This is an optimization exercise on Yosys and OpenROAD, whose aim is small area, a short achievable clock period and few clock cycles, not a production implementation. Function was checked by simulation only, so behaviour that the tests miss may differ from the original. Power and IR drop assume default switching activity.

==> flow/design.v <==
module stele_codec (
    input  wire        clk,
    input  wire        rst,
    input  wire        cmd_valid,
    output wire        cmd_ready,
    input  wire        cmd_op,         
    input  wire [31:0] pal0,
    input  wire [31:0] pal1,
    input  wire [31:0] pal2,
    input  wire [1:0]  pal_n,
    input  wire [15:0] width,
    input  wire [15:0] height,
    input  wire [31:0] npix,
    input  wire        px_valid,
    output wire        px_ready,
    input  wire [31:0] px_data,
    output wire        bo_valid,
    input  wire        bo_ready,
    output wire [7:0]  bo_data,
    input  wire        bi_valid,
    output wire        bi_ready,
    input  wire        bi_eos,
    input  wire [7:0]  bi_data,
    output wire        po_valid,
    input  wire        po_ready,
    output wire [31:0] po_data,
    output wire        busy,
    output reg         done,
    output reg         err,
    output wire [3:0]  err_kind,
    output reg  [2:0]  err_detail
);
    localparam [2:0] S_IDLE = 3'd0;
    localparam [2:0] S_DHDR = 3'd1;    
    localparam [2:0] S_MUL  = 3'd2;    
    localparam [2:0] S_EVAL = 3'd3;    
    localparam [2:0] S_EHDR = 3'd4;    
    localparam [2:0] S_ENC  = 3'd5;    
    localparam [2:0] S_DEC  = 3'd6;    
    reg  [2:0]  state;
    reg         s_idle, s_dhdr, s_ehdr, s_dec;
    reg  [2:0]  kind_r;
    assign err_kind = {1'b0, kind_r};
    reg         op_r;
    reg  [31:0] p0, p1, p2;
    reg         is3;          
    reg  [31:0] rem;          
    reg         rz;           
    reg  [3:0]  k;            
    reg         mm;           
    reg         ver_ok;
    reg  [31:0] sr;
    reg  [13:0] am;
    wire [7:0]  g    = sr[7:0];
    wire [7:0]  prev = sr[15:8];
    wire [7:0]  cnt  = sr[23:16];
    wire [5:0]  acc  = sr[29:24];
    wire        gv   = am[0];
    wire        fin  = am[1];
    wire        uerr = am[2];
    wire [7:0]  bb   = sr[7:0];
    wire [7:0]  lb   = sr[15:8];
    wire [1:0]  f    = sr[17:16];
    wire        bv   = sr[20];
    wire        lv   = sr[21];
    wire        eos  = sr[22];
    wire        rm   = sr[23];
    wire        hl   = sr[24];
    reg         pe;           
    reg  [1:0]  fl;           
    reg         cz;           
    reg         ov;
    reg  [2:0]  os;
    reg  s_pal;
    wire [31:0] cx = s_pal ? p2 : px_data;
    wire e0 = (p0 == cx);
    wire e1 = (p1 == cx);
    wire m2 = is3 & (p2 == px_data);
    wire px_mapped = e0 | e1 | m2;
    wire [1:0] px_code = e0 ? 2'd0 : (e1 ? 2'd1 : 2'd2);
    wire dup = (pal0 == pal1);
    wire [15:0] w_r = sr[15:0];
    wire [15:0] h_r = sr[31:16];
    reg        dims_bad;
    reg [2:0]  dims_detail;
    always @(*) begin
        dims_bad    = 1'b1;
        dims_detail = 3'd0;
        if (w_r[15:2] == 14'd0)      dims_detail = 3'd2;
        else if (w_r[1:0] != 2'b00)  dims_detail = 3'd3;
        else if (h_r[15:2] == 14'd0) dims_detail = 3'd4;
        else if (h_r[1:0] != 2'b00)  dims_detail = 3'd5;
        else                         dims_bad    = 1'b0;
    end
    reg         hb;           
    wire [14:0] msum  = {1'b0, am} + (hb ? {1'b0, w_r[15:2]} : 15'd0);
    wire        nbit  = rem[k + 5'd4];
    wire        size_ok = !mm && (am == rem[31:18]) && (rem[3:0] == 4'd0);
    wire ext = (((prev[7:4] == 4'h0) && (g == 8'h00)) ||
                ((prev[7:4] == 4'h5) && (g == 8'h55))) && (cnt != 8'hFF);
    wire [7:0] rec_byte = {prev[7:6] | {2{cz}}, prev[5:0]};
    wire [1:0] cur = bb[1:0];
    wire esc  = (cur == 2'd3);
    wire oor  = (cur == 2'd2) && !is3;
    wire over = (rem[31:10] == 22'd0) && (rem[9:0] <= {lb, 2'b00});
    wire [2:0] cur_oh = {cur == 2'd2, cur == 2'd1, cur == 2'd0};
    wire       free   = !ov || po_ready;           
    assign busy      = !s_idle;
    assign cmd_ready = s_idle;
    assign px_ready  = pe && !(gv && rem[1:0] == 2'd1);
    assign bo_valid  = s_ehdr || fl[0] || fl[1];
    assign bo_data   = s_ehdr ? ((k == 4'd0) ? 8'h01 : sr[7:0]) :
                       fl[1] ? cnt : rec_byte;
    assign bi_ready  = s_dhdr || (s_dec && !eos && !lv);
    assign po_valid  = ov;
    assign po_data   = ({32{os[0]}} & p0) | ({32{os[1]}} & p1) | ({32{os[2]}} & p2);
    wire px_take = px_valid && px_ready;
    wire bi_take = bi_valid && bi_ready;
    wire bi_push = bi_take && !bi_eos;
    task go(input [2:0] n);
        begin
            state  <= n;
            s_idle <= (n == S_IDLE);
            s_dhdr <= (n == S_DHDR);
            s_ehdr <= (n == S_EHDR);
            s_dec  <= (n == S_DEC);
        end
    endtask
    task finish(input [2:0] kind, input [2:0] detail);
        begin
            go(S_IDLE);
            ov         <= 1'b0;
            done       <= (kind == 3'd0);
            err        <= (kind != 3'd0);
            kind_r     <= kind;
            err_detail <= detail;
        end
    endtask
    task dec_refill;
        begin
            sr[17:16] <= 2'd0;                        
            if (lv) begin
                sr[7:0] <= lb;
                sr[20]  <= 1'b1;                      
                sr[21]  <= 1'b0;                      
            end else if (bi_push) begin
                sr[7:0] <= bi_data;
                sr[20]  <= 1'b1;
            end else
                sr[20]  <= 1'b0;
        end
    endtask
    task dec_look;
        begin
            if (bi_push) begin
                sr[15:8] <= bi_data;                  
                sr[21]   <= 1'b1;                     
            end
        end
    endtask
    always @(posedge clk)
        s_pal <= !rst && s_idle && cmd_valid;
    always @(posedge clk) begin
        if (rst) begin
            go(S_IDLE);
            pe         <= 1'b0;
            fl         <= 2'b00;
            ov         <= 1'b0;
            done       <= 1'b0;
            err        <= 1'b0;
            kind_r     <= 3'd0;
            err_detail <= 3'd0;
        end else begin
            case (state)
            S_IDLE: begin
                if (cmd_valid) begin
                    op_r <= cmd_op;
                    p0   <= pal0;
                    p1   <= pal1;
                    p2   <= pal2;
                    is3  <= pal_n[0];
                    sr   <= {height, width};
                    rem  <= npix;
                    k    <= 4'd0;
                    am   <= 14'd0;
                    mm   <= 1'b0;
                    hb   <= height[2];
                    done       <= 1'b0;
                    err        <= !pal_n[1] || dup;
                    kind_r     <= 3'd1;
                    err_detail <= pal_n[1] ? 3'd3 : 3'd4;
                    go(cmd_op ? S_DHDR : S_MUL);
                    s_dhdr     <= 1'b0;
                end
            end
            S_DHDR: begin
                if (s_pal) begin
                    if (err || (is3 && (e0 || e1))) begin
                        err <= 1'b1;
                        go(S_IDLE);
                    end else
                        s_dhdr <= 1'b1;
                end else if (bi_valid) begin
                    if (bi_eos)
                        finish(3'd6, 3'd3);
                    else begin
                        k <= k + 4'd1;
                        if (k == 4'd0)
                            ver_ok <= (bi_data == 8'h01);
                        else
                            sr <= {bi_data, sr[31:8]};
                        if (k == 4'd4) begin
                            k  <= 4'd0;
                            hb <= sr[26];           
                            go(S_MUL);
                        end
                    end
                end
            end
            S_MUL: begin
                if (s_pal && (err || (is3 && (e0 || e1)))) begin
                    err <= 1'b1;
                    go(S_IDLE);
                end
                k  <= k + 4'd1;
                hb <= h_r[k + 4'd3];
                am <= msum[14:1];
                if (msum[0] != nbit)
                    mm <= 1'b1;
                if (k == 4'd13)
                    go(S_EVAL);
            end
            S_EVAL: begin
                k <= 4'd0;
                if (op_r && !ver_ok)
                    finish(3'd4, 3'd1);
                else if (dims_bad)
                    finish(3'd4, dims_detail);
                else if (!size_ok)
                    finish(3'd5, 3'd0);
                else if (op_r) begin
                    sr[17:16] <= 2'd0;              
                    sr[24:20] <= 5'd0;              
                    rz        <= 1'b0;
                    go(S_DEC);
                end else
                    go(S_EHDR);
            end
            S_EHDR: begin
                if (bo_ready) begin
                    k <= k + 4'd1;
                    if (k != 4'd0)
                        sr <= {bi_data, sr[31:8]};
                    if (k == 4'd4) begin
                        sr[15:8]  <= 8'hFF;         
                        sr[23:16] <= 8'd0;          
                        cz        <= 1'b0;
                        am[2:0]   <= 3'd0;          
                        rz        <= 1'b0;
                        pe        <= 1'b1;
                        go(S_ENC);
                    end
                end
            end
            S_ENC: begin
                if (px_take) begin
                    rem       <= rem - 32'd1;
                    rz        <= (rem == 32'd1);
                    sr[29:24] <= {px_code, acc[5:2]};
                    if (rem[1:0] == 2'd1)
                        sr[7:0] <= {px_code, acc};
                    if (!px_mapped || rem == 32'd1)
                        pe <= 1'b0;
                    if (!px_mapped)
                        am[2] <= 1'b1;              
                    else if (rem[1:0] == 2'd1)
                        am[0] <= 1'b1;              
                end
                if (fl == 2'b00) begin
                    if (gv) begin
                        if (ext) begin
                            sr[23:16] <= cnt + 8'd1;
                            cz        <= 1'b1;
                            am[0]     <= 1'b0;
                        end else if (prev == 8'hFF) begin
                            sr[15:8]  <= g;
                            am[0]     <= 1'b0;
                        end else
                            fl <= 2'b01;
                    end else if (rz || uerr) begin
                        if (uerr)
                            finish(3'd2, 3'd0);
                        else if (fin)
                            finish(3'd0, 3'd0);
                        else begin
                            am[1] <= 1'b1;          
                            fl    <= 2'b01;
                        end
                    end
                end else if (bo_ready) begin
                    if (fl[0] && cz)
                        fl <= 2'b10;
                    else begin
                        fl        <= 2'b00;
                        sr[15:8]  <= g;             
                        sr[23:16] <= 8'd0;          
                        cz        <= 1'b0;
                        am[0]     <= 1'b0;
                    end
                end
            end
            S_DEC: begin
                if (bi_take && bi_eos)
                    sr[22] <= 1'b1;                           
                if (free)
                    ov <= 1'b0;
                if (rm) begin
                    if (free) begin
                        ov  <= 1'b1;
                        rem <= rem - 32'd1;
                        rz  <= (rem == 32'd1);
                        {sr[7:0], sr[17:16]} <= {bb, f} - 10'd1;
                    end
                    if (free && {bb, f} == 10'd1) begin
                        sr[23] <= 1'b0;                       
                        dec_refill;
                    end else
                        dec_look;
                end else if (bv) begin
                    if (esc) begin
                        if (lv) begin
                            if (free) begin
                                if (!hl)
                                    finish(3'd3, 3'd2);
                                else if (over)
                                    finish(3'd6, 3'd2);
                                else begin
                                    ov        <= 1'b1;
                                    rem       <= rem - 32'd1;
                                    rz        <= (rem == 32'd1);
                                    sr[21]    <= 1'b0;        
                                    sr[20]    <= 1'b0;        
                                    sr[23]    <= (lb != 8'd0);    
                                    sr[7:0]   <= lb;
                                    sr[17:16] <= 2'd0;
                                end
                            end
                        end else begin
                            dec_look;
                            if (eos && free)
                                finish(3'd6, 3'd4);
                        end
                    end else if (free) begin
                        if (oor)
                            finish(3'd3, 3'd1);
                        else if (rz)
                            finish(3'd6, 3'd2);
                        else begin
                            ov        <= 1'b1;
                            os        <= cur_oh;
                            rem       <= rem - 32'd1;
                            rz        <= (rem == 32'd1);
                            sr[24]    <= 1'b1;                
                            sr[17:16] <= f + 2'd1;
                            sr[7:0]   <= {2'b00, bb[7:2]};
                            if (f == 2'd3)
                                dec_refill;
                            else
                                dec_look;
                        end
                    end else
                        dec_look;
                end else begin
                    if (bi_push) begin
                        sr[7:0]   <= bi_data;
                        sr[20]    <= 1'b1;
                        sr[17:16] <= 2'd0;
                    end
                    if (eos && free) begin
                        if (rz)
                            finish(3'd0, 3'd0);
                        else
                            finish(3'd6, 3'd1);
                    end
                end
            end
            default: go(S_IDLE);
            endcase
        end
    end
endmodule
==> flow/flow/run.sh <==
#!/bin/bash
set -euo pipefail
export BUFFER_PORTS_ARGS="-buffer_cell sky130_fd_sc_hd__buf_1"
export SETUP_SLACK_MARGIN=6.0
bash standard.sh finish > standard_flow.log 2>&1
==> flow/standard.sh <==
#!/bin/bash
# synth_recipe.tcl (not shown) runs the flow's synth.tcl, then flattens the netlist and writes it again
# the make line also repeats each setting of config.mk as NAME=value (left out here)
make -C /OpenROAD-flow-scripts/flow DESIGN_CONFIG=/design/flow/config.mk WORK_HOME=/design/flow/orfs CLKGATE_MAP_FILE= SYNTH_SCRIPT=/design/flow/synth_recipe.tcl "${@:-finish}"
==> flow/config.mk <==
export PLATFORM = sky130hd
export DESIGN_NAME = stele_codec
export DESIGN_NICKNAME = stele_codec
export VERILOG_FILES = /design/flow/design.v
export SDC_FILE = /design/flow/constraint.sdc
export NUM_CORES = 4
export LEC_CHECK = 0
export CAP_MARGIN = 20
export CORE_MARGIN = 2
export CORE_UTILIZATION = 40
export SLEW_MARGIN = 20
==> flow/constraint.sdc <==
create_clock -name core_clock -period 10.0 [get_ports {clk}]
set_input_delay 2.0000 -clock core_clock [delete_from_list [all_inputs] [get_ports {clk}]]
set_output_delay 2.0000 -clock core_clock [all_outputs]
set_load 0.01 [all_outputs]
==> flow_metrics.tcl, run 1 <==
set metrics [dict create \
    status "no timing/DRC/antenna violations" \
    worst_setup_path_start_kind "flop" \
    timing.max_slew.rel_slack_pct 27.5 \
    synth_seq_cells 208 \
    most_frequent_cells_in_the_layout "257 x sky130_fd_sc_hd__buf_1, 188 x sky130_fd_sc_hd__edfxtp_1, 127 x sky130_fd_sc_hd__nand2_1, 123 x sky130_fd_sc_hd__nor2_1, 118 x sky130_fd_sc_hd__xnor2_1" \
    nets 2034 \
    ys_dominant_reg_cell "sky130_fd_sc_hd__edfxtp_1" \
    clockBufferDepth 3 \
    avgViaCountPerCell 6.05 \
    fin_setup_tns_ns 0 \
    power_density_nw_per_um2 221 \
    max_slew_violation_count 0 \
    worstSkewPairLatency_ns 0.56 \
    grt_start_max_net_pins 71 \
    power.share.sequential_pct 36.2 \
    skew_ns 0.0141 \
    gpl_wtd_cong 1.00 \
    switching_power_total_w 0.00152 \
    synth_nets 1795 \
    antenna_left 0 \
    dr_top_layer "met5" \
    h-tree-depth 1 \
    synthArstFlopShare_pct 0 \
    post_synth_edffs 188 \
    postSynthCellCount 1548 \
    worst_ep_required_time_ns 10.19 \
    power.switching_fraction_pct 39.8 \
    initial_drt_pass_iterations 9 \
    grt_antenna_before_repair 2 \
    cts_root_buf "sky130_fd_sc_hd__clkbuf_16" \
    ios 266 \
    final_critical_delay_including_setup_and_external_delays_ns 3.95 \
    area_of_the_die_um2 38200 \
    placeable_area_um2 36300 \
    post_route_cells_drive_above_1_share_pct 7.58 \
    total_half_perimeter_wirelength_after_legalization_and_detailed_placement_mm 42.4 \
    first_iter_violations 1710 \
    power.clock.fraction_pct 25.1 \
    mappedNetlistArea_um2 14700 \
    synth.lib_cells_used.distinct 87 \
    wl_met1_mm 22.9 \
    routed-wl-met2_mm 25.8 \
    grt.overflow.total 0 \
    cts_num_sinks 208 \
    maxCapViolCount 0 \
    place.port_buffers 264 \
    whs_ns 0.464 \
    ir_worst_vdd_mv 0.143 \
    report.final.setup_viol 0 \
    floorplan.initialDensity_pct 40.3 \
    layout-area-overhead-vs-synth_pct 17.7 \
    synth_seq_area_share_pct 41.2 \
    cp_max_fo 32 \
    vias_in_the_first_global_route 13200 \
    avgRoutedWirePerCell_um 25.0 \
    groute.usage.overall_pct 28.9 \
    drt_wl_total_mm 56.8 \
    grt_setup_unrepaired "false" \
    worst_setup_hold_path_clk_slew_ns 0.06 \
    critical_path_class "reg2reg" \
    cellLeakagePower_nw 5.91 \
    hold_viol_final 0 \
    die_x_um 195 \
    clock_tree_from_tritoncts "yes" \
    wl_met3_mm 6.14 \
    fmaxAchievable_ghz 0.253 \
    cts-hold-fix-buffers 0 \
    power_frac_comb_pct 38.6 \
    first_pass_grt_wire_length_mm 83.9 \
    num_vias 13800 \
    worst_slew_pin_slew_ns 1.08 \
    total_clock_buffers_created_by_cts 26 \
    floorplan.rows 70 \
    ys_warn_count 1 \
    share_of_the_clock_period_used_by_the_worst_path_pct 39.5 \
    intPower_w 0.00229 \
    arrival_ns 4.14 \
    drc_errors_left 0 \
    hp_class "reg2reg" \
    syn-mean-instance-area_um2 9.47 \
    die_y_um 195 \
    critPathCaptureType "flop" \
    mostFrequentLayoutCell "sky130_fd_sc_hd__buf_1" \
]
## cells in the mapped netlist, types with 8 or more instances
| master | number | area share, % |
|---|---|---|
| sky130_fd_sc_hd__a211oi_1 | 9 | 0.46 |
| sky130_fd_sc_hd__a21o_1 | 9 | 0.46 |
| sky130_fd_sc_hd__a21oi_1 | 91 | 3.1 |
| sky130_fd_sc_hd__a221oi_1 | 8 | 0.48 |
| sky130_fd_sc_hd__a222oi_1 | 37 | 2.5 |
| sky130_fd_sc_hd__a31oi_1 | 19 | 0.81 |
| sky130_fd_sc_hd__and2_1 | 18 | 0.77 |
| sky130_fd_sc_hd__clkbuf_1 | 77 | 2.0 |
| sky130_fd_sc_hd__dfxtp_1 | 20 | 2.7 |
| sky130_fd_sc_hd__edfxtp_1 | 188 | 39 |
| sky130_fd_sc_hd__ha_1 | 35 | 3.0 |
| sky130_fd_sc_hd__inv_1 | 77 | 2.0 |
| sky130_fd_sc_hd__mux2i_1 | 61 | 4.2 |
| sky130_fd_sc_hd__mux4_2 | 9 | 1.4 |
| sky130_fd_sc_hd__nand2_1 | 127 | 3.3 |
| sky130_fd_sc_hd__nand2b_1 | 10 | 0.43 |
| sky130_fd_sc_hd__nand3_1 | 27 | 0.92 |
| sky130_fd_sc_hd__nand4_1 | 26 | 1.1 |
| sky130_fd_sc_hd__nor2_1 | 125 | 3.2 |
| sky130_fd_sc_hd__nor2b_1 | 13 | 0.55 |
| sky130_fd_sc_hd__nor3_1 | 45 | 1.5 |
| sky130_fd_sc_hd__nor4_1 | 49 | 2.1 |
| sky130_fd_sc_hd__o211ai_1 | 10 | 0.51 |
| sky130_fd_sc_hd__o21a_1 | 14 | 0.72 |
| sky130_fd_sc_hd__o21ai_0 | 95 | 3.2 |
| sky130_fd_sc_hd__o221ai_1 | 8 | 0.48 |
| sky130_fd_sc_hd__o22ai_1 | 11 | 0.47 |
| sky130_fd_sc_hd__or3_1 | 9 | 0.38 |
| sky130_fd_sc_hd__xnor2_1 | 118 | 7.0 |
| sky130_fd_sc_hd__xor2_1 | 79 | 4.7 |
## final cells by class
cell class | count | area, µm²
antenna | 2 | 5.00
clock buffer | 38 | 746
clock inverter | 10 | 116
fill | 3529 | 19100
inverter | 79 | 297
multi-input combinational | 1171 | 8150
sequential | 208 | 6050
tap | 468 | 586
timing repair buffer | 301 | 1310
## registers in the layout, indices dropped and copies added, names as in the netlist, 2 cells and up
signal	count
am	14
err_detail	3
fl	2
k	4
kind_r	3
os	3
p0	32
p1	32
p2	32
rem	32
sr	32
state	3
## layer usage
layer,global-route usage (%),up-vias
met5,0,-
met4,10.0,4
met3,5.44,114
met2,46.4,794
met1,39.3,6606
li1,-,6259
## timing repair
item | in CTS | in global routing
pin swaps | 1 | 8
gates resized for setup | 15 | 26
cloned | 0 | 0
setup buffers | 7 | 8
endpoints found under the setup margin | 41 | 39
## worst paths after layout
path | from | slack (ns) | depth (start not counted) | to
setup / recovery | sr[10]$_DFFE_PP_ | 6.05 | 11 | rem[25]$_DFFE_PP_
setup reg to reg | sr[10]$_DFFE_PP_ | 6.05 | 11 | rem[25]$_DFFE_PP_
hold / removal | err_detail[1]$_SDFFE_PP0P_ | 0.46 | 2 | err_detail[1]$_SDFFE_PP0P_
hold reg to reg | err_detail[1]$_SDFFE_PP0P_ | 0.46 | 2 | err_detail[1]$_SDFFE_PP0P_
## power groups by stage
stage               Combinational (W)  Sequential, W  Clock [W]
finish                        0.00147        0.00138   0.000958
global route                  0.00158        0.00139    0.00101
CTS                           0.00140        0.00138   0.000973
detailed placement            0.00136        0.00141          0
global placement              0.00135        0.00141          0
floorplan                     0.00101        0.00127          0
## worst max-delay path, stage by stage, from the launching register on
cell and delay [ns]:
sky130_fd_sc_hd__edfxtp_1 0.60, sky130_fd_sc_hd__inv_1 0.22, sky130_fd_sc_hd__ha_1 0.35, sky130_fd_sc_hd__nand4_1 0.10, sky130_fd_sc_hd__o221ai_1 0.19, sky130_fd_sc_hd__a41oi_1 0.21
sky130_fd_sc_hd__o21ai_1 0.67, sky130_fd_sc_hd__a21oi_1 0.15, sky130_fd_sc_hd__o21ai_0 0.19, sky130_fd_sc_hd__a21oi_1 0.18, sky130_fd_sc_hd__nor4_4 0.26, sky130_fd_sc_hd__buf_4 0.43
## cells by family (layout without fill, tap and decap cells)
group | after synthesis | in the layout | share of synthesized area [%]
AO/OA/AOI/OAI | 379 | 379 | 17.3
other | 1 | 3 | 0.0256
XOR/XNOR | 197 | 197 | 11.8
buffers and inverters | 169 | 428 | 4.44
multiplexers | 74 | 74 | 5.85
AND/OR/NAND/NOR | 482 | 482 | 16.1
adder cells (fa/ha/maj) | 38 | 38 | 3.26
flip-flops | 208 | 208 | 41.2
## per-stage QoR
step | cell area, µm² | total power, W | utilization [%] | setup slack, ns | std cells
after floorplan | 14700 | 0.00228 | - | 6.01 | 1548
after global placement | 16100 | 0.00275 | 44.3 | 5.57 | 2212
after detailed placement | 16100 | 0.00277 | 44.3 | 5.46 | 2212
after CTS | 17100 | 0.00376 | 47.0 | 5.88 | 2267
after global routing | 17200 | 0.00399 | 47.5 | 5.93 | 2275
final | 17300 | 0.00381 | 47.5 | 6.05 | 2277
Testbench counts, summed over its fixed seeds: cycles 95,120.
==> run 2: changes to the inputs <==
--- a/flow/config.mk
+++ b/flow/config.mk
@@ -8,4 +8,6 @@
 export CAP_MARGIN = 20
 export CORE_MARGIN = 2
 export CORE_UTILIZATION = 40
+export CTS_CLUSTER_DIAMETER = 80
+export CTS_CLUSTER_SIZE = 24
 export SLEW_MARGIN = 20
==> run 2 against run 1 <==
  * Largest cell class unchanged
  * First-iteration DRC count shrank 4.1%
  * Count of clock-buffer cells in the layout shrank 17
  * Total power shrank 6.8%
  * Final cell count down 0.88%
  * Critical path depth fell by 7
  * Still clean
  * Non-clock buffer count decreased by 5
  * Combinational power barely moved
==> flow_metrics.tcl, run 2 <==
set metrics [dict create \
    dr_top_layer "met5" \
    drt_wl_total_mm 56.7 \
    fin_setup_tns_ns 0 \
    h-tree-depth 1 \
    cp_max_fo 28 \
    clock_tree_from_tritoncts "yes" \
    layout-area-overhead-vs-synth_pct 14.9 \
    placeable_area_um2 36300 \
    grt_setup_unrepaired "true" \
    whs_ns 0.468 \
    drc_errors_left 0 \
    area_of_the_die_um2 38200 \
    grt_start_max_net_pins 71 \
    worstSkewPairLatency_ns 0.52 \
    synth_seq_area_share_pct 41.2 \
    fmaxAchievable_ghz 0.248 \
    worst_ep_required_time_ns 8.00 \
    max_slew_violation_count 0 \
    ys_warn_count 1 \
    cellLeakagePower_nw 5.72 \
    cts_num_sinks 208 \
    post_synth_main_area_contributors "sky130_fd_sc_hd__edfxtp_1 39%, sky130_fd_sc_hd__xnor2_1 7.0%, sky130_fd_sc_hd__xor2_1 4.7%" \
    synth_common_cells "188 x sky130_fd_sc_hd__edfxtp_1, 127 x sky130_fd_sc_hd__nand2_1, 125 x sky130_fd_sc_hd__nor2_1" \
    synth_seq_cells 208 \
    skew_ns 0.0137 \
    critical_path_class "reg2out" \
    worst_slew_pin_slew_ns 1.07 \
    timing.max_slew.rel_slack_pct 28.5 \
    floorplan.rows 70 \
    avgViaCountPerCell 6.11 \
    synth_most_common_cell "sky130_fd_sc_hd__edfxtp_1" \
    place.port_buffers 264 \
    routed-wl-met2_mm 25.5 \
    postSynthCellCount 1548 \
    post-synth-top-area-cell "sky130_fd_sc_hd__edfxtp_1" \
    clockBufferDepth 3 \
    share_of_the_clock_period_used_by_the_worst_path_pct 40.3 \
    dp_worst_setup_slack_ns 5.46 \
    yosysTopAreaCellShare_pct 38.5 \
    ir_worst_vdd_mv 0.111 \
    post_synth_edffs 188 \
    report.final.setup_viol 0 \
    cts-hold-fix-buffers 0 \
    gpl_wtd_cong 1.00 \
    first_iter_violations 1640 \
    die_y_um 195 \
    total_half_perimeter_wirelength_after_legalization_and_detailed_placement_mm 42.4 \
    synth_nets 1795 \
    worst_setup_hold_path_clk_slew_ns 0.08 \
    status "no timing/DRC/antenna violations" \
    floorplan.initialDensity_pct 40.3 \
    ys_dominant_reg_cell "sky130_fd_sc_hd__edfxtp_1" \
    arrival_ns 2.03 \
    power_density_nw_per_um2 211 \
    syn-mean-instance-area_um2 9.47 \
    nets 2022 \
    ios 266 \
    initial_drt_pass_iterations 9 \
    wl_met1_mm 22.7 \
    post_route_setup_slack_ns 5.97 \
    total_clock_buffers_created_by_cts 19 \
    hp_class "reg2reg" \
    fillers 3595 \
    avgRoutedWirePerCell_um 25.1 \
    grt.overflow.total 0 \
    worst_setup_path_start_kind "flop" \
    first_pass_grt_wire_length_mm 83.1 \
    groute.usage.overall_pct 28.7 \
    final_critical_delay_including_setup_and_external_delays_ns 4.03 \
    die_x_um 195 \
    synthArstFlopShare_pct 0 \
    post_route_cells_drive_above_1_share_pct 6.55 \
    critPathCaptureType "output port" \
    synth.lib_cells_used.distinct 87 \
    hold_viol_final 0 \
    cts_root_buf "sky130_fd_sc_hd__clkbuf_16" \
    mostFrequentLayoutCell "sky130_fd_sc_hd__buf_1" \
    grt_antenna_before_repair 6 \
    maxCapViolCount 0 \
    wl_met3_mm 6.05 \
    most_frequent_cells_in_the_layout "259 x sky130_fd_sc_hd__buf_1, 188 x sky130_fd_sc_hd__edfxtp_1, 127 x sky130_fd_sc_hd__nand2_1, 123 x sky130_fd_sc_hd__nor2_1, 118 x sky130_fd_sc_hd__xnor2_1" \
    mappedNetlistArea_um2 14700 \
    vias_in_the_first_global_route 13200 \
    num_vias 13800 \
    antenna_left 0 \
]
[run 2: changes by cell type in the layout (fill, tap and decap cells not counted), moves of 2 or more]
cell                        delta
sky130_fd_sc_hd__buf_4         -2
sky130_fd_sc_hd__buf_1         +2
sky130_fd_sc_hd__clkbuf_1      -5
sky130_fd_sc_hd__buf_6         -5
sky130_fd_sc_hd__o22ai_1       +2
sky130_fd_sc_hd__o22ai_4       -5
sky130_fd_sc_hd__clkbuf_16     -7
sky130_fd_sc_hd__inv_6         +3
sky130_fd_sc_hd__clkinv_4      +2
sky130_fd_sc_hd__clkinv_2      -2
sky130_fd_sc_hd__clkbuf_8      -5
sky130_fd_sc_hd__o22ai_2       +3
sky130_fd_sc_hd__bufinv_16     -2
[run 2: cell families (layout without fill, tap and decap cells)]
logic type,count (synthesis),in the layout,synth area share [%]
AOI/OAI and AO/OA,379,379,17.3
xor gates and xnor gates,197,197,11.8
adders and majority gates,38,38,3.26
buffers and inverters,169,407,4.44
DFF,208,208,41.2
muxes,74,74,5.85
other,1,4,0.0256
and+or+nand+nor,482,482,16.1
[run 2: repair_timing]
item | CTS | global route
pin swaps | 0 | 3
buffers inserted | 7 | 3
setup endpoints to repair | 44 | 38
resized for setup | 8 | 19
[run 2: power breakdown]
part,internal [W],switching (W),leakage [nW]
clock,0.000358,0.000363,0.278
sequential,0.00116,0.000226,1.92
combinational,0.000547,0.000897,3.53
total,0.00206,0.00149,5.72
[run 2: cell type report]
type                       instances  area (µm²)  share of cell area (%)
multi-input combinational       1171        8100                    48.1
clock buffer                      21         483                    2.87
inverter                          79         297                    1.76
antenna                            3        7.51                  0.0446
sequential                       208        6050                    35.9
tap                              468         586                    3.48
timing repair buffer             296        1240                    7.37
clock inverter                    11        85.1                   0.505
[run 2: metal layers]
layer / GRT usage [%] / vias to the layer above
met4: 10.4 / 6
met1: 38.5 / 6587
li1: - / 6225
met3: 5.91 / 133
met5: 0 / -
met2: 46.1 / 840
[run 2: path summary, 6_finish.rpt]
check	from	end	slack [ns]	cells past startpoint
max	sr[21]$_DFFE_PP_	bo_data[5]	5.97	4
min	err_detail[1]$_SDFFE_PP0P_	err_detail[1]$_SDFFE_PP0P_	0.47	2
max reg2reg	sr[10]$_DFFE_PP_	rem[14]$_DFFE_PP_	6.11	11
min reg2reg	err_detail[1]$_SDFFE_PP0P_	err_detail[1]$_SDFFE_PP0P_	0.47	2
[run 2: critical path, cell delays in order, from the launching register on]
cell                       delay [ns]
sky130_fd_sc_hd__edfxtp_1        0.59
sky130_fd_sc_hd__buf_4           0.39
sky130_fd_sc_hd__mux2i_1         0.13
sky130_fd_sc_hd__o22ai_1         0.21
sky130_fd_sc_hd__buf_2           0.18
[run 2: stage by stage]
step,cell area (µm²),std cells,util (%),total power [W]
6_report,16800,2257,46.4,0.00355
5_1_grt,16800,2255,46.3,0.00371
4_1_cts,16700,2251,46.1,0.00351
3_5_place_dp,16100,2212,44.3,0.00277
3_3_place_gp,16100,2212,44.3,0.00275
2_1_floorplan,14700,1548,-,0.00228
==> run 3: changes to the inputs <==
--- a/flow/config.mk
+++ b/flow/config.mk
@@ -8,6 +8,6 @@
 export CAP_MARGIN = 20
 export CORE_MARGIN = 2
 export CORE_UTILIZATION = 40
-export CTS_CLUSTER_DIAMETER = 80
-export CTS_CLUSTER_SIZE = 24
+export CTS_CLUSTER_DIAMETER = 100
+export CTS_CLUSTER_SIZE = 30
 export SLEW_MARGIN = 20
==> run 3 against run 2 <==
  * Maximum frequency up 1.1%
  * Still clean
  * Largest power group unchanged
  * Critical path depth up 3
  * Die area unchanged
  * Synthesized cell count unchanged
  * Routed wire length down 0.18%
  * First-iteration DRC count down 2.3%
  * Cell area about the same
  * Via count down 0.37%
==> flow_metrics.tcl, run 3 <==
set metrics [dict create \
    status "no timing/DRC/antenna violations" \
    fin_setup_tns_ns 0 \
    synthArstFlopShare_pct 0 \
    post-layout-total-power_w 0.00351 \
    die_y_um 195 \
    vias_in_the_first_global_route 13100 \
    maxCapViolCount 0 \
    total_clock_buffers_created_by_cts 14 \
    postSynthCellCount 1548 \
    mappedNetlistArea_um2 14700 \
    synth_common_cells "188 x sky130_fd_sc_hd__edfxtp_1, 127 x sky130_fd_sc_hd__nand2_1, 125 x sky130_fd_sc_hd__nor2_1" \
    cellLeakagePower_nw 5.71 \
    total_half_perimeter_wirelength_after_legalization_and_detailed_placement_mm 42.4 \
    register_area_um2 6050 \
    nets 2018 \
    groute.usage.overall_pct 28.6 \
    fillers 3578 \
    yosysTopAreaCellShare_pct 38.5 \
    multi_input_area_um2 8140 \
    fmaxAchievable_ghz 0.251 \
    worst_setup_hold_path_clk_slew_ns 0.11 \
    synth_most_common_cell "sky130_fd_sc_hd__edfxtp_1" \
    synth_seq_area_share_pct 41.2 \
    regToRegStartpoint "sr[10]$_DFFE_PP_" \
    post_synth_main_area_contributors "sky130_fd_sc_hd__edfxtp_1 39%, sky130_fd_sc_hd__xnor2_1 7.0%, sky130_fd_sc_hd__xor2_1 4.7%" \
    mostFrequentLayoutCell "sky130_fd_sc_hd__buf_1" \
    skew_ns 0.0256 \
    worst_slew_pin_slew_ns 1.10 \
    wl_met3_mm 6.12 \
    place.port_buffers 264 \
    critical_path.top_delay_family "buffers and inverters" \
    grt.overflow.total 0 \
    avgRoutedWirePerCell_um 25.2 \
    critPathCaptureType "output port" \
    post-synth-top-area-cell "sky130_fd_sc_hd__edfxtp_1" \
    crit_path_frequent_cell "sky130_fd_sc_hd__buf_4" \
    ys_dominant_reg_cell "sky130_fd_sc_hd__edfxtp_1" \
    crit_buf_inv 4 \
    hp_class "reg2reg" \
    cp_max_fo 6 \
    first_iter_violations 1602 \
    worst_setup_path_start_kind "flop" \
    floorplan.rows 70 \
    cts_root_buf "sky130_fd_sc_hd__clkbuf_16" \
    whs_ns 0.471 \
    power_density_nw_per_um2 208 \
    syn-mean-instance-area_um2 9.47 \
    cts_num_sinks 208 \
    synth_seq_cells 208 \
    gpl_wtd_cong 1.00 \
    drt_wl_total_mm 56.6 \
    post_route_cells_drive_above_1_share_pct 6.63 \
    crit_path_start "k[0]$_DFFE_PP_" \
    most_frequent_cells_in_the_layout "257 x sky130_fd_sc_hd__buf_1, 188 x sky130_fd_sc_hd__edfxtp_1, 127 x sky130_fd_sc_hd__nand2_1, 123 x sky130_fd_sc_hd__nor2_1, 118 x sky130_fd_sc_hd__xnor2_1" \
    place.detailed.instances 2212 \
    clock_tree_from_tritoncts "yes" \
    routed-wl-met2_mm 25.5 \
    num_vias 13700 \
    initial_drt_pass_iterations 7 \
    post_synth_edffs 188 \
    chain_of_cells_forming_the_critical_path "inv_2, ha_4, nor3b_2, buf_4, buf_4, o22ai_1, buf_1" \
    final_critical_delay_including_setup_and_external_delays_ns 3.99 \
    worstSkewPairLatency_ns 0.51 \
    grt_start_max_net_pins 71 \
    critical_path.slowest_cell "sky130_fd_sc_hd__edfxtp_1" \
    placeable_area_um2 36300 \
    worst_ep_required_time_ns 8.00 \
    layout-area-overhead-vs-synth_pct 14.9 \
    max_slew_violation_count 0 \
    synth_nets 1795 \
    wl_met1_mm 22.5 \
    grt_antenna_before_repair 5 \
    area_of_the_die_um2 38200 \
    antenna_left 0 \
    drc_errors_left 0 \
    die_x_um 195 \
    arrival_ns 1.99 \
    hold_path_startpoint "err_detail[1]$_SDFFE_PP0P_" \
    dr_top_layer "met5" \
    first_pass_grt_wire_length_mm 82.6 \
    share_of_the_clock_period_used_by_the_worst_path_pct 39.9 \
    ys_warn_count 1 \
    ir_worst_vdd_mv 0.109 \
    clockBufferDepth 3 \
    report.final.setup_viol 0 \
    h-tree-depth 1 \
    critical_path_class "reg2out" \
    synth.lib_cells_used.distinct 87 \
    grt_setup_unrepaired "true" \
    stdcell_count 2249 \
    critical_path.max_stage_delay_ns 0.39 \
    timing.max_slew.rel_slack_pct 26.4 \
    hold_viol_final 0 \
    floorplan.initialDensity_pct 40.3 \
    ios 266 \
    avgViaCountPerCell 6.11 \
]
[run 3: cell counts after synthesis]
Identical to the previous run, type by type.
[run 3: final cells by class]
class	count	share of cell area [%]
clock buffer	16	2.38
tap	468	3.48
sequential	208	35.9
antenna	2	0.0297
inverter	79	1.76
clock inverter	8	0.669
multi-input combinational	1171	48.3
timing repair buffer	297	7.47
[run 3: worst paths after layout]
check | endpoint | slack (ns) | depth (start not counted)
max | bo_data[7] | 6.01 | 7
min | err_detail[1]$_SDFFE_PP0P_ | 0.47 | 2
max reg2reg | rem[6]$_DFFE_PP_ | 6.12 | 11
min reg2reg | err_detail[1]$_SDFFE_PP0P_ | 0.47 | 2
[run 3: what timing repair did]
action                                 in CTS  in global routing
hold buffers                                0                  0
setup endpoints to repair                  42                 39
setup buffers                               7                  4
pin swaps                                   0                  8
endpoints found under the hold margin       0                  0
resized for setup                          12                 22
[run 3: tightest hold or removal path, stage by stage, from the launching register on]
cell and delay, ns:
sky130_fd_sc_hd__dfxtp_1 0.33, sky130_fd_sc_hd__nand2_1 0.05, sky130_fd_sc_hd__a21oi_1 0.05
[run 3: through the flow]
stage | util (%) | worst slack, ns | area [µm²]
after global placement | 44.3 | 5.57 | 16100
after global routing | 46.3 | 5.92 | 16800
after detailed placement | 44.3 | 5.46 | 16100
after CTS | 46.0 | 5.93 | 16700
after floorplan | - | 6.01 | 14700
final | 46.3 | 6.01 | 16800
[run 3: logic make-up (layout without fill, tap and decap cells)]
logic type	count (synthesis)	count (layout)	synth area share [%]
xor gates and xnor gates	197	197	11.8
adders and majority gates	38	38	3.26
AOI/OAI and AO/OA	379	379	17.3
other	1	3	0.0256
and+or+nand+nor	482	482	16.1
buffers and inverters	169	400	4.44
muxes	74	74	5.85
DFF	208	208	41.2
[run 3: report_power, final]
group / internal (W) / switching [W] / total [W]
logic: 0.000553 / 0.000898 / 0.00145
clock network: 0.000313 / 0.000363 / 0.000676
registers: 0.00116 / 0.000226 / 0.00138
total: 0.00202 / 0.00149 / 0.00351
[run 3: per-layer routing]
| layer | GRT usage, % | up-vias |
|---|---|---|
| met5 | 0.894 | - |
| met4 | 10.1 | 8 |
| met3 | 5.82 | 130 |
| met2 | 45.9 | 856 |
| met1 | 38.3 | 6539 |
| li1 | - | 6207 |
==> run 4: changes to the inputs <==
--- a/flow/design.v
+++ b/flow/design.v
@@ -51,21 +51,21 @@
     reg         ver_ok;
     reg  [31:0] sr;
     reg  [13:0] am;
-    wire [7:0]  g    = sr[7:0];
+    wire [7:0]  g    = sr[23:16];
     wire [7:0]  prev = sr[15:8];
-    wire [7:0]  cnt  = sr[23:16];
+    wire [7:0]  cnt  = sr[7:0];
     wire [5:0]  acc  = sr[29:24];
     wire        gv   = am[0];
     wire        fin  = am[1];
     wire        uerr = am[2];
-    wire [7:0]  bb   = sr[7:0];
-    wire [7:0]  lb   = sr[15:8];
-    wire [1:0]  f    = sr[17:16];
-    wire        bv   = sr[20];
-    wire        lv   = sr[21];
-    wire        eos  = sr[22];
-    wire        rm   = sr[23];
-    wire        hl   = sr[24];
+    wire [7:0]  bb   = sr[23:16];
+    wire [7:0]  lb   = sr[31:24];
+    wire [1:0]  f    = sr[1:0];
+    wire        bv   = sr[4];
+    wire        lv   = sr[5];
+    wire        eos  = sr[6];
+    wire        rm   = sr[7];
+    wire        hl   = sr[8];
     reg         pe;           
     reg  [1:0]  fl;           
     reg         cz;           
@@ -136,28 +136,23 @@
             err_detail <= detail;
         end
     endtask
-    task dec_refill;
-        begin
-            sr[17:16] <= 2'd0;                        
-            if (lv) begin
-                sr[7:0] <= lb;
-                sr[20]  <= 1'b1;                      
-                sr[21]  <= 1'b0;                      
-            end else if (bi_push) begin
-                sr[7:0] <= bi_data;
-                sr[20]  <= 1'b1;
-            end else
-                sr[20]  <= 1'b0;
-        end
-    endtask
     task dec_look;
         begin
             if (bi_push) begin
-                sr[15:8] <= bi_data;                  
-                sr[21]   <= 1'b1;                     
+                sr[31:24] <= bi_data;                  
+                sr[5]   <= 1'b1;                     
             end
         end
     endtask
+    task dec_refill;
+        begin
+            sr[1:0] <= 2'd0;                        
+            sr[23:16] <= lb;
+            sr[4]     <= lv;                         
+            sr[5]     <= 1'b0;                       
+            dec_look;
+        end
+    endtask
     always @(posedge clk)
         s_pal <= !rst && s_idle && cmd_valid;
     always @(posedge clk) begin
@@ -239,8 +234,8 @@
                 else if (!size_ok)
                     finish(3'd5, 3'd0);
                 else if (op_r) begin
-                    sr[17:16] <= 2'd0;              
-                    sr[24:20] <= 5'd0;              
+                    sr[1:0] <= 2'd0;              
+                    sr[8:4] <= 5'd0;              
                     rz        <= 1'b0;
                     go(S_DEC);
                 end else
@@ -253,7 +248,7 @@
                         sr <= {bi_data, sr[31:8]};
                     if (k == 4'd4) begin
                         sr[15:8]  <= 8'hFF;         
-                        sr[23:16] <= 8'd0;          
+                        sr[7:0] <= 8'd0;          
                         cz        <= 1'b0;
                         am[2:0]   <= 3'd0;          
                         rz        <= 1'b0;
@@ -268,7 +263,7 @@
                     rz        <= (rem == 32'd1);
                     sr[29:24] <= {px_code, acc[5:2]};
                     if (rem[1:0] == 2'd1)
-                        sr[7:0] <= {px_code, acc};
+                        sr[23:16] <= {px_code, acc};
                     if (!px_mapped || rem == 32'd1)
                         pe <= 1'b0;
                     if (!px_mapped)
@@ -279,7 +274,7 @@
                 if (fl == 2'b00) begin
                     if (gv) begin
                         if (ext) begin
-                            sr[23:16] <= cnt + 8'd1;
+                            sr[7:0] <= cnt + 8'd1;
                             cz        <= 1'b1;
                             am[0]     <= 1'b0;
                         end else if (prev == 8'hFF) begin
@@ -303,7 +298,7 @@
                     else begin
                         fl        <= 2'b00;
                         sr[15:8]  <= g;             
-                        sr[23:16] <= 8'd0;          
+                        sr[7:0] <= 8'd0;          
                         cz        <= 1'b0;
                         am[0]     <= 1'b0;
                     end
@@ -311,7 +306,7 @@
             end
             S_DEC: begin
                 if (bi_take && bi_eos)
-                    sr[22] <= 1'b1;                           
+                    sr[6] <= 1'b1;                           
                 if (free)
                     ov <= 1'b0;
                 if (rm) begin
@@ -319,10 +314,10 @@
                         ov  <= 1'b1;
                         rem <= rem - 32'd1;
                         rz  <= (rem == 32'd1);
-                        {sr[7:0], sr[17:16]} <= {bb, f} - 10'd1;
+                        {sr[23:16], sr[1:0]} <= {bb, f} - 10'd1;
                     end
                     if (free && {bb, f} == 10'd1) begin
-                        sr[23] <= 1'b0;                       
+                        sr[7] <= 1'b0;                       
                         dec_refill;
                     end else
                         dec_look;
@@ -338,11 +333,11 @@
                                     ov        <= 1'b1;
                                     rem       <= rem - 32'd1;
                                     rz        <= (rem == 32'd1);
-                                    sr[21]    <= 1'b0;        
-                                    sr[20]    <= 1'b0;        
-                                    sr[23]    <= (lb != 8'd0);    
-                                    sr[7:0]   <= lb;
-                                    sr[17:16] <= 2'd0;
+                                    sr[5]    <= 1'b0;        
+                                    sr[4]    <= 1'b0;        
+                                    sr[7]    <= (lb != 8'd0);    
+                                    sr[23:16]   <= lb;
+                                    sr[1:0] <= 2'd0;
                                 end
                             end
                         end else begin
@@ -360,9 +355,9 @@
                             os        <= cur_oh;
                             rem       <= rem - 32'd1;
                             rz        <= (rem == 32'd1);
-                            sr[24]    <= 1'b1;                
-                            sr[17:16] <= f + 2'd1;
-                            sr[7:0]   <= {2'b00, bb[7:2]};
+                            sr[8]    <= 1'b1;                
+                            sr[1:0] <= f + 2'd1;
+                            sr[23:16]   <= {2'b00, bb[7:2]};
                             if (f == 2'd3)
                                 dec_refill;
                             else
@@ -371,11 +366,11 @@
                     end else
                         dec_look;
                 end else begin
-                    if (bi_push) begin
-                        sr[7:0]   <= bi_data;
-                        sr[20]    <= 1'b1;
-                        sr[17:16] <= 2'd0;
-                    end
+                    sr[23:16] <= lb;
+                    sr[4]     <= lv;
+                    sr[1:0]   <= 2'd0;
+                    sr[5]     <= 1'b0;
+                    dec_look;
                     if (eos && free) begin
                         if (rz)
                             finish(3'd0, 3'd0);
--- a/flow/config.mk
+++ b/flow/config.mk
@@ -7,7 +7,7 @@
 export LEC_CHECK = 0
 export CAP_MARGIN = 20
 export CORE_MARGIN = 2
-export CORE_UTILIZATION = 40
+export CORE_UTILIZATION = 55
 export CTS_CLUSTER_DIAMETER = 100
 export CTS_CLUSTER_SIZE = 30
 export SLEW_MARGIN = 20
==> run 4 against run 3 <==
  * Routed wire length is 19% lower
  * Critical path depth is 4 lower
  * Synthesized area is 4.7% lower
  * Cell area is 6.2% lower
  * Clock power is about 10% lower
  * Highest routed layer unchanged
==> flow_metrics.tcl, run 4 <==
set metrics [dict create \
    post_synth_main_area_contributors "sky130_fd_sc_hd__edfxtp_1 40%, sky130_fd_sc_hd__xnor2_1 8.4%, sky130_fd_sc_hd__xor2_1 4.1%" \
    drc_errors_left 0 \
    grt_antenna_before_repair 4 \
    cp_max_fo 15 \
    worst_setup_path_start_kind "flop" \
    postPlaceCellArea_um2 15200 \
    multi_input_area_um2 7460 \
    worst_setup_hold_path_clk_slew_ns 0.11 \
    groute.usage.overall_pct 33.4 \
    first_pass_grt_wire_length_mm 67.5 \
    synth_seq_area_share_pct 43.3 \
    gpl_wtd_cong 0.993 \
    fillers 2151 \
    crit_path_start "s_ehdr$_SDFFE_PP0P_" \
    antenna_cells 0 \
    floorplan.initialDensity_pct 55.8 \
    power.clock.fraction_pct 18.9 \
    die_x_um 163 \
    synth.lib_cells_used.distinct 91 \
    arrival_ns 1.91 \
    r2r-end "rem[8]$_DFFE_PP_" \
    register_area_um2 6050 \
    syn-mean-instance-area_um2 9.92 \
    maxCapViolCount 0 \
    worstSkewPairLatency_ns 0.51 \
    power_density_nw_per_um2 204 \
    timing.max_slew.rel_slack_pct 26.2 \
    switching_power_total_w 0.00129 \
    die_y_um 163 \
    nets 1890 \
    post_synth_edffs 188 \
    grt_setup_unrepaired "true" \
    power.share.sequential_pct 42.6 \
    report.final.setup_viol 0 \
    critPathCaptureType "output port" \
    synth_most_common_cell "sky130_fd_sc_hd__edfxtp_1" \
    r2r_setup_slack_ns 6.28 \
    clockBufferDepth 3 \
    timing.reg2reg.worst_path_depth 9 \
    place.port_buffers 264 \
    avgViaCountPerCell 6.33 \
    h-tree-depth 1 \
    post_route_cells_drive_above_1_share_pct 5.94 \
    regToRegStartpoint "rem[18]$_DFFE_PP_" \
    cts_root_buf "sky130_fd_sc_hd__clkbuf_16" \
    total_half_perimeter_wirelength_after_legalization_and_detailed_placement_mm 34.4 \
    ys_warn_count 1 \
    power_frac_comb_pct 38.5 \
    vias_in_the_first_global_route 11600 \
    fin_setup_tns_ns 0 \
    intPower_w 0.00193 \
    ir_worst_vdd_mv 0.128 \
    grt.overflow.total 0 \
    synth_seq_cells 208 \
    post-layout-total-power_w 0.00322 \
    mostFrequentLayoutCell "sky130_fd_sc_hd__buf_1" \
    floorplan.rows 58 \
    power.switching_fraction_pct 40.2 \
    postSynthCellCount 1409 \
    synth_common_cells "188 x sky130_fd_sc_hd__edfxtp_1, 134 x sky130_fd_sc_hd__xnor2_1, 132 x sky130_fd_sc_hd__nor2_1" \
    worst_ep_required_time_ns 8.00 \
    cellLeakagePower_nw 5.38 \
    antenna_left 0 \
    hold_viol_final 0 \
    grt_start_max_net_pins 77 \
    worst_slew_pin_slew_ns 1.08 \
    drt_wl_total_mm 45.8 \
    area_of_the_die_um2 26700 \
    yosysTopAreaCellShare_pct 40.4 \
    finalInstanceArea_um2 15800 \
    skew_ns 0.0266 \
    layout-area-overhead-vs-synth_pct 13.0 \
    synth_nets 1656 \
    timing.critical_path.to "bo_data[7]" \
    clock_tree_from_tritoncts "yes" \
    avgRoutedWirePerCell_um 23.1 \
    ios 266 \
    final_critical_delay_including_setup_and_external_delays_ns 3.91 \
    initial_drt_pass_iterations 10 \
    status "no timing/DRC/antenna violations" \
    first_iter_violations 1686 \
    cts_num_sinks 208 \
    placeable_area_um2 25000 \
    place.detailed.instances 1949 \
    total_clock_buffers_created_by_cts 12 \
    share_of_the_clock_period_used_by_the_worst_path_pct 39.1 \
    ys_dominant_reg_cell "sky130_fd_sc_hd__edfxtp_1" \
    most_frequent_cells_in_the_layout "263 x sky130_fd_sc_hd__buf_1, 188 x sky130_fd_sc_hd__edfxtp_1, 133 x sky130_fd_sc_hd__xnor2_1, 128 x sky130_fd_sc_hd__nor2_1, 114 x sky130_fd_sc_hd__nand2_1" \
    fmaxAchievable_ghz 0.256 \
    synthArstFlopShare_pct 0 \
    hp_class "reg2reg" \
    num_vias 12500 \
    post-synth-top-area-cell "sky130_fd_sc_hd__edfxtp_1" \
    critical_path_class "reg2out" \
    stdcell_count 1979 \
    max_slew_violation_count 0 \
    mappedNetlistArea_um2 14000 \
]
==> run 4: power by group through the flow <==
stage	clock network, W	registers [W]	logic, W
2_1_floorplan	0	0.00128	0.000883
3_3_place_gp	0	0.00139	0.00115
3_5_place_dp	0	0.00139	0.00116
4_1_cts	0.000613	0.00136	0.00120
5_1_grt	0.000636	0.00139	0.00135
6_report	0.000608	0.00137	0.00124
==> run 4: metrics by stage <==
step	util, %	worst slack, ns	hold WS (ns)
global placement	60.7	5.37	0.441
CTS	62.7	6.01	0.469
floorplan	-	6.04	0.449
finish	63.1	6.09	0.465
global route	63.1	5.90	0.497
detailed placement	60.7	5.46	0.456
==> run 4: how the worst min path moves through the flow <==
| stage | startpoint | endpoint | cells after the start |
|---|---|---|---|
| after floorplan | s_dec$_SDFFE_PP0P_ | s_dec$_SDFFE_PP0P_ | 2 |
| after global placement | err_detail[2]$_SDFFE_PP0P_ | err_detail[2]$_SDFFE_PP0P_ | 2 |
| after detailed placement | err_detail[1]$_SDFFE_PP0P_ | err_detail[1]$_SDFFE_PP0P_ | 2 |
| after CTS | err_detail[0]$_SDFFE_PP0P_ | err_detail[0]$_SDFFE_PP0P_ | 2 |
| after global routing | err_detail[2]$_SDFFE_PP0P_ | err_detail[2]$_SDFFE_PP0P_ | 2 |
| final | err_detail[0]$_SDFFE_PP0P_ | err_detail[0]$_SDFFE_PP0P_ | 2 |
==> run 4: final cells by class <==
| cell class | instances | share of cell area, % |
|---|---|---|
| clock buffer | 14 | 2.08 |
| clock inverter | 6 | 0.610 |
| tap | 330 | 2.61 |
| inverter | 66 | 1.58 |
| multi-input combinational | 1066 | 47.3 |
| timing repair buffer | 289 | 7.57 |
| sequential | 208 | 38.3 |
==> run 4: critical path: stages (launching register included) <==
cell and delay [ns]:
sky130_fd_sc_hd__dfxtp_1 0.66, sky130_fd_sc_hd__inv_1 0.24, sky130_fd_sc_hd__o31ai_1 0.33, sky130_fd_sc_hd__buf_1 0.18
==> run 4: what timing repair did <==
item,CTS,global route
hold buffers,0,0
setup buffers,5,5
pin swaps,0,2
resized for setup,6,11
endpoints found under the setup margin,16,26
==> run 4: logic make-up after synthesis <==
| logic type | count (synthesis) | share of synthesized area (%) |
|---|---|---|
| adders and majority gates | 36 | 3.28 |
| buffers and inverters | 135 | 4.01 |
| other | 1 | 0.0268 |
| muxes | 56 | 4.96 |
| AOI/OAI and AO/OA | 301 | 15.1 |
| and+or+nand+nor | 473 | 16.9 |
| xor gates and xnor gates | 199 | 12.5 |
| DFF | 208 | 43.3 |
==> run 4: layer usage <==
layer  routed length, µm  GRT usage [%]
met5                  14              0
met4                1520           10.2
met3                5240           7.52
met2               19900           50.4
met1               19000           48.1
Testbench counts of run 4, summed over its fixed seeds: cycles 95,184.
==> run 5: changes to the inputs <==
==> flow/flow/run.sh (replaced) <==
#!/bin/bash
set -euo pipefail
export BUFFER_PORTS_ARGS="-buffer_cell sky130_fd_sc_hd__buf_1"
export SETUP_SLACK_MARGIN=6.2
bash standard.sh finish > standard_flow.log 2>&1
--- a/flow/config.mk
+++ b/flow/config.mk
@@ -7,7 +7,7 @@
 export LEC_CHECK = 0
 export CAP_MARGIN = 20
 export CORE_MARGIN = 2
-export CORE_UTILIZATION = 55
+export CORE_UTILIZATION = 40
 export CTS_CLUSTER_DIAMETER = 100
 export CTS_CLUSTER_SIZE = 30
 export SLEW_MARGIN = 20
==> run 5 against run 4 <==
  * Still clean on timing, DRC and antenna
  * Non-clock buffer count rose by 10
  * Synthesized cell count did not move
  * Total power rose by 1.7%
  * Sequential power barely moved
  * Core utilization fell by 16 points
  * Routed wire length rose by 9.2%
  * First-iteration DRC count fell by 24%
  * Die area rose by 37%
  * Critical path depth rose by 1
  * Hold slack improved by 0.0056 ns
  * Synthesized area did not move
  * Via count rose by 0.61%
  * Critical path type unchanged
  * Largest cell class unchanged
  * Highest routed layer unchanged
==> flow_metrics.tcl, run 5 <==
set metrics [dict create \
    r2r-end "sr[1]$_DFFE_PP_" \
    synth.lib_cells_used.distinct 91 \
    grt_start_max_net_pins 76 \
    grt.overflow.total 0 \
    placeable_area_um2 34500 \
    multi_input_area_um2 7630 \
    mostFrequentLayoutCell "sky130_fd_sc_hd__buf_1" \
    critical_path_class "reg2out" \
    max_slew_violation_count 0 \
    timing.reg2reg.worst_path_depth 8 \
    chain_of_cells_forming_the_critical_path "inv_1, o211a_1, a21oi_2, buf_2" \
    nets 1901 \
    mappedNetlistArea_um2 14000 \
    power.clock.fraction_pct 18.8 \
    power_frac_comb_pct 39.3 \
    total_half_perimeter_wirelength_after_legalization_and_detailed_placement_mm 38.1 \
    hold_path_startpoint "err_detail[1]$_SDFFE_PP0P_" \
    power.share.sequential_pct 41.9 \
    final_critical_delay_including_setup_and_external_delays_ns 3.88 \
    total_clock_buffers_created_by_cts 13 \
    worst_setup_hold_path_clk_slew_ns 0.11 \
    regToRegStartpoint "sr[21]$_DFFE_PP_" \
    arrival_ns 1.88 \
    hold_viol_final 0 \
    grt_use_met1_pct 35.9 \
    synth_most_common_cell "sky130_fd_sc_hd__edfxtp_1" \
    post-synth-top-area-cell "sky130_fd_sc_hd__edfxtp_1" \
    post_synth_main_area_contributors "sky130_fd_sc_hd__edfxtp_1 40%, sky130_fd_sc_hd__xnor2_1 8.4%, sky130_fd_sc_hd__xor2_1 4.1%" \
    place.port_buffers 264 \
    cp_max_fo 6 \
    first_pass_grt_wire_length_mm 73.4 \
    status "no timing/DRC/antenna violations" \
    post_synth_edffs 188 \
    die_x_um 191 \
    post_route_cells_drive_above_1_share_pct 8.49 \
    whs_ns 0.471 \
    fillers 3321 \
    critPathCaptureType "output port" \
    fin_setup_tns_ns 0 \
    register_area_um2 6050 \
    worst_ep_required_time_ns 8.00 \
    initial_drt_pass_iterations 10 \
    clock_tree_from_tritoncts "yes" \
    syn-mean-instance-area_um2 9.92 \
    intPower_w 0.00193 \
    r2r_setup_slack_ns 6.37 \
    floorplan.rows 68 \
    critical_path.top_delay_family "flip-flops" \
    area_of_the_die_um2 36500 \
    first_iter_violations 1274 \
    grt_setup_unrepaired "true" \
    clockBufferDepth 3 \
    busiest_layer "met2" \
    share_of_the_clock_period_used_by_the_worst_path_pct 38.8 \
    floorplan.initialDensity_pct 40.6 \
    synth_simple_gate_area_share_pct 16.9 \
    synth_top_family_by_area "simple AND/OR/NAND/NOR gates" \
    postSynthCellCount 1409 \
    synth-compound-area-share_pct 15.1 \
    synth_seq_cells 208 \
    cts_root_buf "sky130_fd_sc_hd__clkbuf_16" \
    yosys.area_share.xor_xnor_pct 12.5 \
    antenna_left 0 \
    synth_nets 1656 \
    power.switching_fraction_pct 41.0 \
    groute.usage.overall_pct 26.6 \
    num_vias 12600 \
    synth_seq_area_share_pct 43.3 \
    yosysTopAreaCellShare_pct 40.4 \
    met2_usage_in_global_routing_pct 42.5 \
    avgRoutedWirePerCell_um 23.6 \
    synthArstFlopShare_pct 0 \
    gpl_wtd_cong 0.945 \
    hp_class "reg2reg" \
    ir_worst_vdd_mv 0.124 \
    timing.hold.worst_path_depth 2 \
    most_frequent_cells_in_the_layout "255 x sky130_fd_sc_hd__buf_1, 188 x sky130_fd_sc_hd__edfxtp_1, 133 x sky130_fd_sc_hd__xnor2_1, 126 x sky130_fd_sc_hd__nor2_1, 113 x sky130_fd_sc_hd__nand2_1" \
    switching_power_total_w 0.00134 \
    worst_slew_pin_slew_ns 1.32 \
    report.final.setup_viol 0 \
    synth_common_cells "188 x sky130_fd_sc_hd__edfxtp_1, 134 x sky130_fd_sc_hd__xnor2_1, 132 x sky130_fd_sc_hd__nor2_1" \
    maxCapViolCount 0 \
    skew_ns 0.0381 \
    crit_buf_inv 2 \
    place.detailed.instances 2074 \
    critical_path.max_stage_delay_ns 0.61 \
    groute.layer.met3.usage_pct 5.25 \
    cts_num_sinks 208 \
    worst_setup_path_start_kind "flop" \
    drc_errors_left 0 \
    worstSkewPairLatency_ns 0.51 \
    grt_antenna_before_repair 4 \
    cellLeakagePower_nw 5.53 \
    layout-area-overhead-vs-synth_pct 16.5 \
    avgViaCountPerCell 5.95 \
    critical_path.slowest_cell "sky130_fd_sc_hd__edfxtp_1" \
    die_y_um 191 \
    vias_in_the_first_global_route 12000 \
    synth_fa_ha_area_share_pct 3.28 \
    post_synth_mux_area_share_pct 4.96 \
    fmaxAchievable_ghz 0.258 \
    ios 266 \
    power_density_nw_per_um2 201 \
    h-tree-depth 1 \
    ys_dominant_reg_cell "sky130_fd_sc_hd__edfxtp_1" \
    timing.max_slew.rel_slack_pct 11.2 \
    ys_warn_count 1 \
    worstHoldEndpoint "err_detail[1]$_SDFFE_PP0P_" \
    stdcell_count 2118 \
    drt_wl_total_mm 50.0 \
]
[run 5: worst reg2reg max path, cell delays in order (launching register included)]
cell	delay (ns)
sky130_fd_sc_hd__edfxtp_1	0.54
sky130_fd_sc_hd__or4_1	0.70
sky130_fd_sc_hd__nor4b_1	0.57
sky130_fd_sc_hd__a22oi_1	0.19
sky130_fd_sc_hd__a31oi_1	0.32
sky130_fd_sc_hd__nand2b_1	0.19
sky130_fd_sc_hd__nand2_1	0.08
sky130_fd_sc_hd__or3_1	0.49
sky130_fd_sc_hd__nor2_1	0.26
[run 5: worst max-delay path by stage]
stage                          from                to  slack, ns  cells after the start
floorplan                 cmd_valid  rem[0]$_DFFE_PP_       6.25                      4
global placement        px_data[19]   pe$_SDFFE_PP0P_       5.22                      9
detailed placement      px_data[19]   pe$_SDFFE_PP0P_       5.26                      9
CTS                  k[1]$_DFFE_PP_        bo_data[7]       6.10                      7
global route         k[1]$_DFFE_PP_        bo_data[0]       6.05                      7
finish              sr[8]$_DFFE_PP_        bo_data[0]       6.12                      4
[run 5: what timing repair did]
item	4_1_cts	5_1_grt
gates resized for setup	42	38
pin swaps	4	22
buffers inserted	11	9
endpoints found under the setup margin	117	95
hold buffers	0	0
[run 5: cell type report]
cell class                 count  area share, %
antenna                        3         0.0461
clock buffer                  14           2.02
clock inverter                 7          0.715
inverter                      66           1.53
multi-input combinational   1066           46.8
sequential                   208           37.2
tap                          455           3.50
timing repair buffer         299           8.19
[run 5: cell families (layout without fill, tap and decap cells)]
kind of cell    after synthesis  count (layout)
compound gates              301             301
xor+xnor                    199             199
fa+ha+maj                    36              36
buf+inv                     135             386
flops                       208             208
mux                          56              56
other cells                   1               4
simple gates                473             473
[run 5: power groups by stage]
stage	Clock, W	Sequential, W	Combinational (W)
final	0.000615	0.00137	0.00129
after global routing	0.000648	0.00138	0.00140
after CTS	0.000623	0.00136	0.00124
after detailed placement	0	0.00140	0.00118
after global placement	0	0.00140	0.00117
after floorplan	0	0.00128	0.000884
[run 5: metrics by stage]
stage                     utilization [%]  total power [W]  instance area (µm²)  setup slack (ns)
after global routing                 47.2          0.00343                16300              6.05
after CTS                            46.6          0.00323                16000              6.10
after detailed placement             44.6          0.00258                15400              5.26
final                                47.3          0.00327                16300              6.12
after global placement               44.6          0.00257                15400              5.22
after floorplan                         -          0.00216                14000              6.25
[run 5: routing by layer]
layer	vias up	part of all wire (%)
met5	-	0.050
met4	4	3.2
met3	98	11
met2	733	46
met1	5997	40
li1	5775	-
==> run 6: changes to the inputs <==
==> flow/flow/run.sh (replaced) <==
#!/bin/bash
set -euo pipefail
export BUFFER_PORTS_ARGS="-buffer_cell sky130_fd_sc_hd__buf_1"
export SETUP_SLACK_MARGIN=5.8
bash standard.sh finish > standard_flow.log 2>&1
==> run 6 against run 5 <==
  * Still clean on timing, DRC and antenna
  * Non-clock buffer count shrank 12
  * Clock skew shrank 0.0052 ns
  * Worst setup slack worse by 0.24 ns
  * Flip-flop and latch count stayed put
  * Die area did not move
  * Critical path depth rose by 3
  * Critical path type unchanged
  * Critical endpoint is now bo_data[7]
==> flow_metrics.tcl, run 6 <==
set metrics [dict create \
    status "no timing/DRC/antenna violations" \
    power.share.sequential_pct 41.6 \
    clockBufferDepth 3 \
    worst_slew_pin_slew_ns 0.990 \
    gpl_wtd_cong 0.965 \
    floorplan.rows 68 \
    timing.hold.worst_path_depth 2 \
    synth_nets 1656 \
    post-synth-top-area-cell "sky130_fd_sc_hd__edfxtp_1" \
    grt_start_max_net_pins 59 \
    switching_power_total_w 0.00136 \
    maxCapViolCount 0 \
    synth_seq_area_share_pct 43.3 \
    timing.reg2reg.worst_path_depth 10 \
    drt_wl_total_mm 50.7 \
    groute.usage.overall_pct 27.2 \
    post_route_setup_slack_ns 5.88 \
    max_slew_violation_count 0 \
    yosysTopAreaCellShare_pct 40.4 \
    synthArstFlopShare_pct 0 \
    worstSkewPairLatency_ns 0.52 \
    intPower_w 0.00194 \
    synth_common_cells "188 x sky130_fd_sc_hd__edfxtp_1, 134 x sky130_fd_sc_hd__xnor2_1, 132 x sky130_fd_sc_hd__nor2_1" \
    hold_viol_final 0 \
    h-tree-depth 1 \
    grt_setup_unrepaired "true" \
    num_vias 12600 \
    whs_ns 0.459 \
    mappedNetlistArea_um2 14000 \
    first_pass_grt_wire_length_mm 75.2 \
    layout-area-overhead-vs-synth_pct 14.4 \
    ys_dominant_reg_cell "sky130_fd_sc_hd__edfxtp_1" \
    postSynthCellCount 1409 \
    mostFrequentLayoutCell "sky130_fd_sc_hd__buf_1" \
    worst_ep_required_time_ns 8.00 \
    total_half_perimeter_wirelength_after_legalization_and_detailed_placement_mm 38.6 \
    syn-mean-instance-area_um2 9.92 \
    skew_ns 0.0329 \
    power_frac_comb_pct 37.5 \
    post_route_cells_drive_above_1_share_pct 5.63 \
    floorplan.initialDensity_pct 40.6 \
    nets 1890 \
    first_iter_violations 1268 \
    die_y_um 191 \
    grt_antenna_before_repair 6 \
    synth_most_common_cell "sky130_fd_sc_hd__edfxtp_1" \
    ir_worst_vdd_mv 0.160 \
    total_clock_buffers_created_by_cts 14 \
    cts-hold-fix-buffers 0 \
]
==> run 6: cell types whose count changed in the layout (fill, tap and decap cells not counted), moves of 3 or more <==
cell and delta:
sky130_fd_sc_hd__nor2_1 +4, sky130_fd_sc_hd__dfxtp_2 -3, sky130_fd_sc_hd__nor2_4 -3, sky130_fd_sc_hd__buf_1 +9
sky130_fd_sc_hd__buf_4 -6, sky130_fd_sc_hd__buf_2 -3, sky130_fd_sc_hd__nor4_1 +9, sky130_fd_sc_hd__nor4_4 -3
sky130_fd_sc_hd__o22ai_1 +5, sky130_fd_sc_hd__nor4_2 -6, sky130_fd_sc_hd__dfxtp_1 +3, sky130_fd_sc_hd__o22ai_2 -4
sky130_fd_sc_hd__buf_6 -11
==> run 6: final cells by class <==
class / instances / area [µm²]
diodes: 4 / 10.0
clock buffers: 16 / 379
clock inverters: 8 / 151
fillers: 3355 / 18500
inverters: 66 / 251
multi-input cells: 1066 / 7410
flip-flops and latches: 208 / 6050
well taps: 455 / 569
repair buffers: 287 / 1160
==> run 6: power by group through the flow <==
stage	clock, W	combinational [W]	sequential (W)
after floorplan	0	0.000882	0.00128
after global placement	0	0.00119	0.00139
after detailed placement	0	0.00120	0.00140
after CTS	0.000698	0.00122	0.00137
after global routing	0.000721	0.00135	0.00139
final	0.000689	0.00124	0.00137
==> run 6: critical path, stage by stage, from the launching register on <==
cell                       delay, ns
sky130_fd_sc_hd__edfxtp_1       0.42
sky130_fd_sc_hd__inv_2          0.08
sky130_fd_sc_hd__ha_2           0.20
sky130_fd_sc_hd__nor3b_2        0.15
sky130_fd_sc_hd__buf_4          0.18
sky130_fd_sc_hd__buf_4          0.16
sky130_fd_sc_hd__o31ai_1        0.18
sky130_fd_sc_hd__buf_1          0.23
==> run 6: path summary, 6_finish.rpt <==
check / to / from / slack, ns
worst max register to register: sr[0]$_DFFE_PP_ / rem[0]$_DFFE_PP_ / 6.21
worst min-delay path: err_detail[0]$_SDFFE_PP0P_ / err_detail[0]$_SDFFE_PP0P_ / 0.46
worst max-delay path: bo_data[7] / k[1]$_DFFE_PP_ / 5.88
worst min register to register: err_detail[0]$_SDFFE_PP0P_ / err_detail[0]$_SDFFE_PP0P_ / 0.46
==> run 6: through the flow <==
stage / util [%] / cell area, µm² / cells
3_3_place_gp: 44.6 / 15400 / 2076
3_5_place_dp: 44.6 / 15400 / 2076
5_1_grt: 46.4 / 16000 / 2108
6_report: 46.4 / 16000 / 2110
4_1_cts: 46.2 / 15900 / 2103
2_1_floorplan: - / 14000 / 1409
==> run 6: cells by family (layout without fill, tap and decap cells) <==
family                   Yosys count  count (layout)  share of synthesized area (%)
XOR/XNOR                         199             199                           12.5
buffers and inverters            135             377                           4.01
flip-flops                       208             208                           43.3
adder cells (fa/ha/maj)           36              36                           3.28
other                              1               5                         0.0268
AO/OA/AOI/OAI                    301             301                           15.1
multiplexers                      56              56                           4.96
AND/OR/NAND/NOR                  473             473                           16.9
==> run 6: timing repair <==
item / in CTS / in global routing
gates resized for setup: 2 / 6
buffers inserted: 3 / 2
endpoints found under the setup margin: 9 / 14
==> run 6: per-layer routing <==
layer  wire (µm)  vias to the layer above  global-route usage (%)
met2       23200                      688                    44.3
met3        4870                      116                    4.52
met1       20800                     6092                    36.9
met4        1840                        6                    8.68
met5          43                        -                       0
li1            -                     5732                       -

Check on run 6: ideal ports give 5.881 ns setup slack; a clkbuf_16 on the clock port and buf_2 on the inputs give 5.826 ns; moving port delays by the midpoint clock arrival (0.558 ns) as well gives 5.410 ns.
